Background: an optimization exercise with open tools, aiming at a short achievable clock period and few clock cycles. Do not read the settings as production practice.
In this exercise RTL edits were held to simulation tests only and were not proved equivalent to the original.

==> run a: inputs <==
==> flow/design.v <==
module ca_cpu (
    input  wire        clk,
    input  wire        rst,
    input  wire        cmd_valid,
    input  wire [1:0]  cmd_op,
    input  wire [5:0]  cmd_addr,
    input  wire [15:0] cmd_data,
    output wire        cmd_ready,
    input  wire [5:0]  dbg_addr,
    output reg  [15:0] dbg_data,
    output wire [15:0] r0,
    output wire [15:0] r1,
    output wire [15:0] r2,
    output wire [15:0] r3,
    output wire [15:0] pc,
    output wire [15:0] ir,
    output wire        halted,
    output wire [1:0]  fault
);
    localparam CMD_CYCLE   = 2'd0;
    localparam CMD_FETCH   = 2'd1;
    localparam CMD_EXECUTE = 2'd2;
    localparam CMD_WRITE   = 2'd3;
    localparam OP_HALT  = 4'd0;
    localparam OP_LVAL  = 4'd1;
    localparam OP_LOAD  = 4'd2;
    localparam OP_STORE = 4'd3;
    localparam OP_ADD   = 4'd4;
    localparam OP_SUB   = 4'd5;
    localparam OP_JMP   = 4'd6;
    localparam OP_MOV   = 4'd7;
    localparam F_NONE    = 2'd0;
    localparam F_INVALID = 2'd1;
    localparam F_FETCH   = 2'd2;
    localparam F_DATA    = 2'd3;
    reg [15:0] mem [0:63];
    reg [15:0] x   [0:3];
    reg [15:0] pc_q;
    reg [15:0] ir_q;
    reg        halted_q;
    reg [1:0]  fault_q;
    reg [15:0] nw;
    reg [63:0] op_oh;
    reg [5:0]  pa1;
    reg [63:0] pn_oh;
    reg [5:0]  wa;       
    reg [15:0] wd;
    reg s_rdy, s_wr, s_sync1, s_sync2, s_fet, s_ex1, s_ex2;
    function [63:0] onehot6(input [5:0] a);
        onehot6 = 64'd1 << a;
    endfunction
    wire running  = !halted_q && (fault_q == F_NONE);
    wire fetch_ok = (pc_q[15:6] == 10'd0);
    wire go   = cmd_valid && s_rdy && !rst && (cmd_op == CMD_CYCLE);
    wire fire = go || s_ex2;
    wire [3:0]  opcode  = nw[15:12];
    wire [1:0]  rd      = nw[9:8];
    wire [7:0]  operand = nw[7:0];
    wire [1:0]  rs      = nw[1:0];
    wire        addr_ok = (operand[7:6] == 2'b00);
    reg [15:0] m_op, m_next;
    integer k;
    always @(*) begin
        m_op   = 16'd0;
        m_next = 16'd0;
        for (k = 0; k < 64; k = k + 1) begin
            m_op   = m_op   | ({16{op_oh[k]}} & mem[k]);
            m_next = m_next | ({16{pn_oh[k]}} & mem[k]);
        end
    end
    wire [15:0] x_rd = x[rd];
    wire [15:0] x_rs = x[rs];
    wire is_jmp   = (opcode == OP_JMP);
    wire is_store = (opcode == OP_STORE);
    wire ex_ok    = running && (s_ex2 || fetch_ok);
    wire f2_fault = running && !s_ex2 && !fetch_ok;
    reg        x_we;
    reg [15:0] x_new;
    reg [1:0]  f_new;
    always @(*) begin
        x_we  = 1'b0;
        x_new = x_rs;
        f_new = F_NONE;
        case (opcode)
            OP_LVAL:  begin x_we = 1'b1; x_new = {8'd0, operand}; end
            OP_LOAD:  begin
                          x_we = addr_ok; x_new = m_op;
                          if (!addr_ok) f_new = F_DATA;
                      end
            OP_STORE: if (!addr_ok) f_new = F_DATA;
            OP_ADD:   begin x_we = 1'b1; x_new = x_rd + x_rs; end
            OP_SUB:   begin x_we = 1'b1; x_new = x_rd - x_rs; end
            OP_MOV:   begin x_we = 1'b1; x_new = x_rs; end
            default:  if (opcode[3]) f_new = F_INVALID;
        endcase
    end
    wire [15:0] pc_seq  = s_ex2 ? pc_q : (pc_q + 16'd1);
    wire [15:0] pc_new  = is_jmp ? {8'd0, operand} : pc_seq;
    wire [5:0]  pa1_new = is_jmp ? (operand[5:0] + 6'd1) : (pa1 + 6'd1);
    wire [63:0] pn_new  = is_jmp ? {op_oh[62:0], op_oh[63]} : {pn_oh[62:0], pn_oh[63]};
    wire        fwd     = is_store && addr_ok && (operand[5:0] == pa1);
    wire [15:0] nw_new  = is_jmp ? m_op : (fwd ? x_rd : m_next);
    wire store_we = fire && ex_ok && is_store && addr_ok;
    always @(posedge clk) begin
        if (rst) begin
            s_rdy    <= 1'b0;
            s_wr     <= 1'b0;
            s_sync1  <= 1'b1;
            s_sync2  <= 1'b0;
            s_fet    <= 1'b0;
            s_ex1    <= 1'b0;
            s_ex2    <= 1'b0;
            pc_q     <= 16'd0;
            ir_q     <= 16'd0;
            halted_q <= 1'b0;
            fault_q  <= F_NONE;
            x[0]     <= 16'd0;
            x[1]     <= 16'd0;
            x[2]     <= 16'd0;
            x[3]     <= 16'd0;
        end else begin
            if (s_rdy) begin
                if (cmd_valid && cmd_op != CMD_CYCLE) begin
                    s_rdy <= 1'b0;
                    s_wr  <= (cmd_op == CMD_WRITE);
                    s_fet <= (cmd_op == CMD_FETCH);
                    s_ex1 <= (cmd_op == CMD_EXECUTE);
                end
            end
            if (s_wr || s_fet || s_ex2) begin
                s_wr    <= 1'b0;
                s_fet   <= 1'b0;
                s_ex2   <= 1'b0;
                s_sync1 <= 1'b1;
            end
            if (s_ex1) begin
                s_ex1 <= 1'b0;
                s_ex2 <= 1'b1;
            end
            if (s_sync1) begin
                s_sync1 <= 1'b0;
                s_sync2 <= 1'b1;
            end
            if (s_sync2) begin
                s_sync2 <= 1'b0;
                s_rdy   <= 1'b1;
            end
            if (fire && ex_ok) begin
                ir_q <= nw;
                pc_q <= pc_new;
                if (opcode == OP_HALT) halted_q <= 1'b1;
                if (f_new != F_NONE) fault_q <= f_new;
                if (x_we) x[rd] <= x_new;
            end
            if (fire && f2_fault)
                fault_q <= F_FETCH;
            if (s_fet && running) begin
                if (fetch_ok) begin
                    ir_q <= nw;
                    pc_q <= pc_q + 16'd1;
                end else begin
                    fault_q <= F_FETCH;
                end
            end
        end
    end
    always @(posedge clk) begin
        if (s_rdy) begin
            wa <= cmd_addr;
            wd <= cmd_data;
        end
        if (fire && ex_ok) begin
            nw    <= nw_new;
            op_oh <= onehot6(nw_new[5:0]);
            pa1   <= pa1_new;
            pn_oh <= pn_new;
        end else if (s_sync1) begin
            pa1   <= pc_q[5:0];
            pn_oh <= onehot6(pc_q[5:0]);
        end else if (s_sync2) begin
            nw    <= m_next;
            op_oh <= onehot6(m_next[5:0]);
            pa1   <= pa1 + 6'd1;
            pn_oh <= {pn_oh[62:0], pn_oh[63]};
        end else if (s_ex1) begin
            nw    <= ir_q;
            op_oh <= onehot6(ir_q[5:0]);
        end
    end
    wire [63:0] wa_oh = onehot6(wa);
    always @(posedge clk) begin
        for (k = 0; k < 64; k = k + 1) begin
            if (s_wr && wa_oh[k])
                mem[k] <= wd;
            else if (store_we && op_oh[k])
                mem[k] <= x_rd;
        end
    end
    always @(posedge clk)
        dbg_data <= mem[dbg_addr];
    assign cmd_ready = s_rdy;
    assign r0        = x[0];
    assign r1        = x[1];
    assign r2        = x[2];
    assign r3        = x[3];
    assign pc        = pc_q;
    assign ir        = ir_q;
    assign halted    = halted_q;
    assign fault     = fault_q;
endmodule
==> flow/run.sh <==
#!/bin/bash
# synth_recipe.tcl (not shown) runs the flow's synth.tcl, then flattens the netlist and writes it again
# the make line also repeats each setting of config.mk as NAME=value (left out here)
make -C /OpenROAD-flow-scripts/flow DESIGN_CONFIG=/design/flow/config.mk WORK_HOME=/design/flow/orfs CLKGATE_MAP_FILE= SYNTH_SCRIPT=/design/flow/synth_recipe.tcl finish
==> flow/config.mk <==
export PLATFORM = sky130hd
export DESIGN_NAME = ca_cpu
export DESIGN_NICKNAME = ca_cpu
export VERILOG_FILES = /design/flow/design.v
export SDC_FILE = /design/flow/constraint.sdc
export NUM_CORES = 4
export LEC_CHECK = 0
export ABC_CLOCK_PERIOD_IN_PS = 2500
export CAP_MARGIN = 20
export CORE_MARGIN = 2
export CORE_UTILIZATION = 60
export GPL_TIMING_DRIVEN = 1
export PLACE_DENSITY = 0.7
export SETUP_SLACK_MARGIN = 4.0
export SLEW_MARGIN = 20
export TNS_END_PERCENT = 100
==> flow/constraint.sdc <==
create_clock -name core_clock -period 7.0 [get_ports {clk}]
set_input_delay 1.4000 -clock core_clock [delete_from_list [all_inputs] [get_ports {clk}]]
set_output_delay 1.4000 -clock core_clock [all_outputs]
set_load 0.01 [all_outputs]
==> run b (differences from run a) <==
--- a/flow/design.v
+++ b/flow/design.v
@@ -7,7 +7,7 @@
     input  wire [15:0] cmd_data,
     output wire        cmd_ready,
     input  wire [5:0]  dbg_addr,
-    output reg  [15:0] dbg_data,
+    output wire [15:0] dbg_data,
     output wire [15:0] r0,
     output wire [15:0] r1,
     output wire [15:0] r2,
@@ -39,37 +39,26 @@
     reg [15:0] ir_q;
     reg        halted_q;
     reg [1:0]  fault_q;
-    reg [15:0] nw;
-    reg [63:0] op_oh;
-    reg [5:0]  pa1;
-    reg [63:0] pn_oh;
+    reg [15:0] nw;       
+    reg [5:0]  pa1;      
     reg [5:0]  wa;       
     reg [15:0] wd;
-    reg s_rdy, s_wr, s_sync1, s_sync2, s_fet, s_ex1, s_ex2;
-    function [63:0] onehot6(input [5:0] a);
-        onehot6 = 64'd1 << a;
-    endfunction
+    reg s_rdy, s_wr, s_sync, s_fet, s_ex1, s_ex2;
     wire running  = !halted_q && (fault_q == F_NONE);
     wire fetch_ok = (pc_q[15:6] == 10'd0);
     wire go   = cmd_valid && s_rdy && !rst && (cmd_op == CMD_CYCLE);
     wire fire = go || s_ex2;
-    wire [3:0]  opcode  = nw[15:12];
-    wire [1:0]  rd      = nw[9:8];
-    wire [7:0]  operand = nw[7:0];
-    wire [1:0]  rs      = nw[1:0];
+    wire [15:0] w       = nw;
+    wire [3:0]  opcode  = w[15:12];
+    wire [1:0]  rd      = w[9:8];
+    wire [7:0]  operand = w[7:0];
+    wire [1:0]  rs      = w[1:0];
     wire        addr_ok = (operand[7:6] == 2'b00);
-    reg [15:0] m_op, m_next;
-    integer k;
-    always @(*) begin
-        m_op   = 16'd0;
-        m_next = 16'd0;
-        for (k = 0; k < 64; k = k + 1) begin
-            m_op   = m_op   | ({16{op_oh[k]}} & mem[k]);
-            m_next = m_next | ({16{pn_oh[k]}} & mem[k]);
-        end
-    end
-    wire [15:0] x_rd = x[rd];
-    wire [15:0] x_rs = x[rs];
+    wire [15:0] m_op   = mem[operand[5:0]];
+    wire [15:0] m_next = mem[pa1];
+    wire [15:0] m_pc   = mem[pc_q[5:0]];
+    wire [15:0] x_rd   = x[rd];
+    wire [15:0] x_rs   = x[rs];
     wire is_jmp   = (opcode == OP_JMP);
     wire is_store = (opcode == OP_STORE);
     wire ex_ok    = running && (s_ex2 || fetch_ok);
@@ -97,16 +86,15 @@
     wire [15:0] pc_seq  = s_ex2 ? pc_q : (pc_q + 16'd1);
     wire [15:0] pc_new  = is_jmp ? {8'd0, operand} : pc_seq;
     wire [5:0]  pa1_new = is_jmp ? (operand[5:0] + 6'd1) : (pa1 + 6'd1);
-    wire [63:0] pn_new  = is_jmp ? {op_oh[62:0], op_oh[63]} : {pn_oh[62:0], pn_oh[63]};
     wire        fwd     = is_store && addr_ok && (operand[5:0] == pa1);
     wire [15:0] nw_new  = is_jmp ? m_op : (fwd ? x_rd : m_next);
     wire store_we = fire && ex_ok && is_store && addr_ok;
+    integer i;
     always @(posedge clk) begin
         if (rst) begin
             s_rdy    <= 1'b0;
             s_wr     <= 1'b0;
-            s_sync1  <= 1'b1;
-            s_sync2  <= 1'b0;
+            s_sync   <= 1'b1;
             s_fet    <= 1'b0;
             s_ex1    <= 1'b0;
             s_ex2    <= 1'b0;
@@ -128,25 +116,21 @@
                 end
             end
             if (s_wr || s_fet || s_ex2) begin
-                s_wr    <= 1'b0;
-                s_fet   <= 1'b0;
-                s_ex2   <= 1'b0;
-                s_sync1 <= 1'b1;
+                s_wr   <= 1'b0;
+                s_fet  <= 1'b0;
+                s_ex2  <= 1'b0;
+                s_sync <= 1'b1;
             end
             if (s_ex1) begin
                 s_ex1 <= 1'b0;
                 s_ex2 <= 1'b1;
             end
-            if (s_sync1) begin
-                s_sync1 <= 1'b0;
-                s_sync2 <= 1'b1;
-            end
-            if (s_sync2) begin
-                s_sync2 <= 1'b0;
-                s_rdy   <= 1'b1;
+            if (s_sync) begin
+                s_sync <= 1'b0;
+                s_rdy  <= 1'b1;
             end
             if (fire && ex_ok) begin
-                ir_q <= nw;
+                ir_q <= w;
                 pc_q <= pc_new;
                 if (opcode == OP_HALT) halted_q <= 1'b1;
                 if (f_new != F_NONE) fault_q <= f_new;
@@ -170,34 +154,29 @@
             wd <= cmd_data;
         end
         if (fire && ex_ok) begin
-            nw    <= nw_new;
-            op_oh <= onehot6(nw_new[5:0]);
-            pa1   <= pa1_new;
-            pn_oh <= pn_new;
-        end else if (s_sync1) begin
-            pa1   <= pc_q[5:0];
-            pn_oh <= onehot6(pc_q[5:0]);
-        end else if (s_sync2) begin
-            nw    <= m_next;
-            op_oh <= onehot6(m_next[5:0]);
-            pa1   <= pa1 + 6'd1;
-            pn_oh <= {pn_oh[62:0], pn_oh[63]};
+            nw  <= nw_new;
+            pa1 <= pa1_new;
+        end else if (s_sync) begin
+            nw  <= m_pc;
+            pa1 <= pc_q[5:0] + 6'd1;
         end else if (s_ex1) begin
-            nw    <= ir_q;
-            op_oh <= onehot6(ir_q[5:0]);
+            nw  <= ir_q;
         end
     end
-    wire [63:0] wa_oh = onehot6(wa);
     always @(posedge clk) begin
-        for (k = 0; k < 64; k = k + 1) begin
-            if (s_wr && wa_oh[k])
-                mem[k] <= wd;
-            else if (store_we && op_oh[k])
-                mem[k] <= x_rd;
-        end
+        if (s_wr)
+            mem[wa] <= wd;
+        else if (store_we)
+            mem[operand[5:0]] <= x_rd;
     end
-    always @(posedge clk)
-        dbg_data <= mem[dbg_addr];
+    reg [15:0] dcand [0:7];
+    reg [2:0]  dlo;
+    always @(posedge clk) begin
+        for (i = 0; i < 8; i = i + 1)
+            dcand[i] <= mem[{dbg_addr[5:3], i[2:0]}];
+        dlo <= dbg_addr[2:0];
+    end
+    assign dbg_data = dcand[dlo];
     assign cmd_ready = s_rdy;
     assign r0        = x[0];
     assign r1        = x[1];
CORE_UTILIZATION = 50   (was 60)
PLACE_DENSITY = 0.6   (was 0.7)
==> run c (differences from run a) <==
--- a/flow/design.v
+++ b/flow/design.v
@@ -40,14 +40,20 @@
     reg        halted_q;
     reg [1:0]  fault_q;
     reg [15:0] nw;
-    reg [63:0] op_oh;
+    reg [3:0]  rd_oh;    
+    reg [3:0]  rs_oh;    
     reg [5:0]  pa1;
-    reg [63:0] pn_oh;
     reg [5:0]  wa;       
     reg [15:0] wd;
     reg s_rdy, s_wr, s_sync1, s_sync2, s_fet, s_ex1, s_ex2;
     function [63:0] onehot6(input [5:0] a);
         onehot6 = 64'd1 << a;
+    endfunction
+    function [7:0] onehot3(input [2:0] a);
+        onehot3 = 8'd1 << a;
+    endfunction
+    function [3:0] onehot2(input [1:0] a);
+        onehot2 = 4'd1 << a;
     endfunction
     wire running  = !halted_q && (fault_q == F_NONE);
     wire fetch_ok = (pc_q[15:6] == 10'd0);
@@ -58,18 +64,17 @@
     wire [7:0]  operand = nw[7:0];
     wire [1:0]  rs      = nw[1:0];
     wire        addr_ok = (operand[7:6] == 2'b00);
-    reg [15:0] m_op, m_next;
+    wire [15:0] m_op   = mem[operand[5:0]];
+    wire [15:0] m_next = mem[pa1];
+    wire [63:0] op_oh  = onehot6(operand[5:0]);
     integer k;
-    always @(*) begin
-        m_op   = 16'd0;
-        m_next = 16'd0;
-        for (k = 0; k < 64; k = k + 1) begin
-            m_op   = m_op   | ({16{op_oh[k]}} & mem[k]);
-            m_next = m_next | ({16{pn_oh[k]}} & mem[k]);
-        end
-    end
-    wire [15:0] x_rd = x[rd];
-    wire [15:0] x_rs = x[rs];
+    wire [15:0] x_rd = ({16{rd_oh[0]}} & x[0]) | ({16{rd_oh[1]}} & x[1]) |
+                       ({16{rd_oh[2]}} & x[2]) | ({16{rd_oh[3]}} & x[3]);
+    wire [15:0] x_rs = ({16{rs_oh[0]}} & x[0]) | ({16{rs_oh[1]}} & x[1]) |
+                       ({16{rs_oh[2]}} & x[2]) | ({16{rs_oh[3]}} & x[3]);
+    wire [15:0] sum_add, sum_sub;
+    ks_add16 u_add (.a(x_rd), .b(x_rs),  .cin(1'b0), .s(sum_add));
+    ks_add16 u_sub (.a(x_rd), .b(~x_rs), .cin(1'b1), .s(sum_sub));
     wire is_jmp   = (opcode == OP_JMP);
     wire is_store = (opcode == OP_STORE);
     wire ex_ok    = running && (s_ex2 || fetch_ok);
@@ -88,8 +93,8 @@
                           if (!addr_ok) f_new = F_DATA;
                       end
             OP_STORE: if (!addr_ok) f_new = F_DATA;
-            OP_ADD:   begin x_we = 1'b1; x_new = x_rd + x_rs; end
-            OP_SUB:   begin x_we = 1'b1; x_new = x_rd - x_rs; end
+            OP_ADD:   begin x_we = 1'b1; x_new = sum_add; end
+            OP_SUB:   begin x_we = 1'b1; x_new = sum_sub; end
             OP_MOV:   begin x_we = 1'b1; x_new = x_rs; end
             default:  if (opcode[3]) f_new = F_INVALID;
         endcase
@@ -97,7 +102,6 @@
     wire [15:0] pc_seq  = s_ex2 ? pc_q : (pc_q + 16'd1);
     wire [15:0] pc_new  = is_jmp ? {8'd0, operand} : pc_seq;
     wire [5:0]  pa1_new = is_jmp ? (operand[5:0] + 6'd1) : (pa1 + 6'd1);
-    wire [63:0] pn_new  = is_jmp ? {op_oh[62:0], op_oh[63]} : {pn_oh[62:0], pn_oh[63]};
     wire        fwd     = is_store && addr_ok && (operand[5:0] == pa1);
     wire [15:0] nw_new  = is_jmp ? m_op : (fwd ? x_rd : m_next);
     wire store_we = fire && ex_ok && is_store && addr_ok;
@@ -150,7 +154,8 @@
                 pc_q <= pc_new;
                 if (opcode == OP_HALT) halted_q <= 1'b1;
                 if (f_new != F_NONE) fault_q <= f_new;
-                if (x_we) x[rd] <= x_new;
+                for (k = 0; k < 4; k = k + 1)
+                    if (x_we && rd_oh[k]) x[k] <= x_new;
             end
             if (fire && f2_fault)
                 fault_q <= F_FETCH;
@@ -171,30 +176,28 @@
         end
         if (fire && ex_ok) begin
             nw    <= nw_new;
-            op_oh <= onehot6(nw_new[5:0]);
+            rd_oh <= onehot2(nw_new[9:8]);
+            rs_oh <= onehot2(nw_new[1:0]);
             pa1   <= pa1_new;
-            pn_oh <= pn_new;
         end else if (s_sync1) begin
             pa1   <= pc_q[5:0];
-            pn_oh <= onehot6(pc_q[5:0]);
         end else if (s_sync2) begin
             nw    <= m_next;
-            op_oh <= onehot6(m_next[5:0]);
+            rd_oh <= onehot2(m_next[9:8]);
+            rs_oh <= onehot2(m_next[1:0]);
             pa1   <= pa1 + 6'd1;
-            pn_oh <= {pn_oh[62:0], pn_oh[63]};
         end else if (s_ex1) begin
             nw    <= ir_q;
-            op_oh <= onehot6(ir_q[5:0]);
-        end
-    end
-    wire [63:0] wa_oh = onehot6(wa);
+            rd_oh <= onehot2(ir_q[9:8]);
+            rs_oh <= onehot2(ir_q[1:0]);
+        end
+    end
+    wire [15:0] mem_wdata = s_wr ? wd : x_rd;
+    wire [63:0] mem_we    = ({64{s_wr}} & onehot6(wa)) | ({64{store_we}} & op_oh);
     always @(posedge clk) begin
-        for (k = 0; k < 64; k = k + 1) begin
-            if (s_wr && wa_oh[k])
-                mem[k] <= wd;
-            else if (store_we && op_oh[k])
-                mem[k] <= x_rd;
-        end
+        for (k = 0; k < 64; k = k + 1)
+            if (mem_we[k])
+                mem[k] <= mem_wdata;
     end
     always @(posedge clk)
         dbg_data <= mem[dbg_addr];
@@ -208,3 +211,52 @@
     assign halted    = halted_q;
     assign fault     = fault_q;
 endmodule
+module ks_add16 (
+    input  wire [15:0] a,
+    input  wire [15:0] b,
+    input  wire        cin,
+    output wire [15:0] s
+);
+    wire [15:0] p0 = a ^ b;
+    wire [15:0] g0 = (a & b) | {15'd0, p0[0] & cin};
+    wire [15:0] pp0 = {p0[15:1], 1'b0};
+    wire [15:0] g1, p1, g2, p2, g3, p3, g4, p4;
+    genvar i;
+    generate
+        for (i = 0; i < 16; i = i + 1) begin : l1
+            if (i >= 1) begin : c
+                assign g1[i] = g0[i] | (pp0[i] & g0[i-1]);
+                assign p1[i] = pp0[i] & pp0[i-1];
+            end else begin : n
+                assign g1[i] = g0[i];
+                assign p1[i] = pp0[i];
+            end
+        end
+        for (i = 0; i < 16; i = i + 1) begin : l2
+            if (i >= 2) begin : c
+                assign g2[i] = g1[i] | (p1[i] & g1[i-2]);
+                assign p2[i] = p1[i] & p1[i-2];
+            end else begin : n
+                assign g2[i] = g1[i];
+                assign p2[i] = p1[i];
+            end
+        end
+        for (i = 0; i < 16; i = i + 1) begin : l3
+            if (i >= 4) begin : c
+                assign g3[i] = g2[i] | (p2[i] & g2[i-4]);
+                assign p3[i] = p2[i] & p2[i-4];
+            end else begin : n
+                assign g3[i] = g2[i];
+                assign p3[i] = p2[i];
+            end
+        end
+        for (i = 0; i < 16; i = i + 1) begin : l4
+            if (i >= 8) begin : c
+                assign g4[i] = g3[i] | (p3[i] & g3[i-8]);
+            end else begin : n
+                assign g4[i] = g3[i];
+            end
+        end
+    endgenerate
+    assign s = p0 ^ {g4[14:0], cin};
+endmodule
ABC_CLOCK_PERIOD_IN_PS = not set   (was 2500)
CORE_UTILIZATION = 45   (was 60)
CTS_CLUSTER_DIAMETER = 100   (was not set)
CTS_CLUSTER_SIZE = 30   (was not set)
PLACE_DENSITY = 0.55   (was 0.7)
==> qor summary <==
                                                                    run a        run b           run c
Status                                                     did not finish  timing/DRC/antenna clean  did not finish
Last stage reached                                                5_1_grt            -         5_1_grt
Simple-gate portion of the synthesized area                        0.1210      0.04421          0.1835
Post-synth net total                                                 7357         4565            5801
Final weighted congestion in routability-driven placement           1.326        1.048           1.279
Warnings, synthesis                                                     2            2               3
Post-synthesis cell count                                            7299         4512            5724
Yosys reg bits                                                       1322         1318            1198
Proportion of synthesized area in mux cells                       0.01356       0.3731        0.008345
Synth Area in Adders                                             0.004355     0.003400        0.008938
Area of placed instances                                      0.07818 mm2  0.08102 mm2     0.07152 mm2
Height of the die                                                354.1 um     393.4 um        379.0 um
Post-Syn Area                                                 0.07354 mm2  0.07582 mm2     0.06327 mm2
Number of buffers added by the clock tree synthesis step              140          149              51
Synthesized-area fraction occupied by xor and xnor cells         0.004406     0.004274        0.004014
Count of different cell masters after synthesis                        71           85             102
Initial standard-cell utilization of the core                      0.6042       0.5050          0.4535
Post_cts resized                                                      671          917            1042
Synth top area share                                               0.5145       0.4483          0.5107
Placed wire-length estimate                                      340.4 mm     243.6 mm        370.3 mm
Proportion of synthesized chip area in sequential cells            0.5314       0.4975          0.5493
Testbench counts of run a, summed over its fixed seeds: cycles 30,451.
Testbench counts of run b, summed over its fixed seeds: cycles 30,451.
Testbench counts of run c, summed over its fixed seeds: cycles 30,451.

[afterwards: timing with drivers on the ports]
In the flow no input, the clock included, has a driving cell. The finished layout below was timed again as built, in two steps.
Step 1: set_driving_cell puts a clkbuf_16 on clk and a buf_2 on each other input, an assumption about the parent block.
Step 2 also shifts input and output timing later by t, the mid clock arrival at the registers, as if the neighbouring blocks saw the same clock.
a / b / c = ideal / step 1 / step 2; a / b = the first two.
run: run b
t (ns): 0.911
slack for setup (ns): 2.769 / 2.686 / 2.423
worst setup path at the end: input to register
After both steps run b still meets setup and hold. For run b, drivers alone change the setup slack by -0.083 ns; drivers and shift together by -0.346 ns.
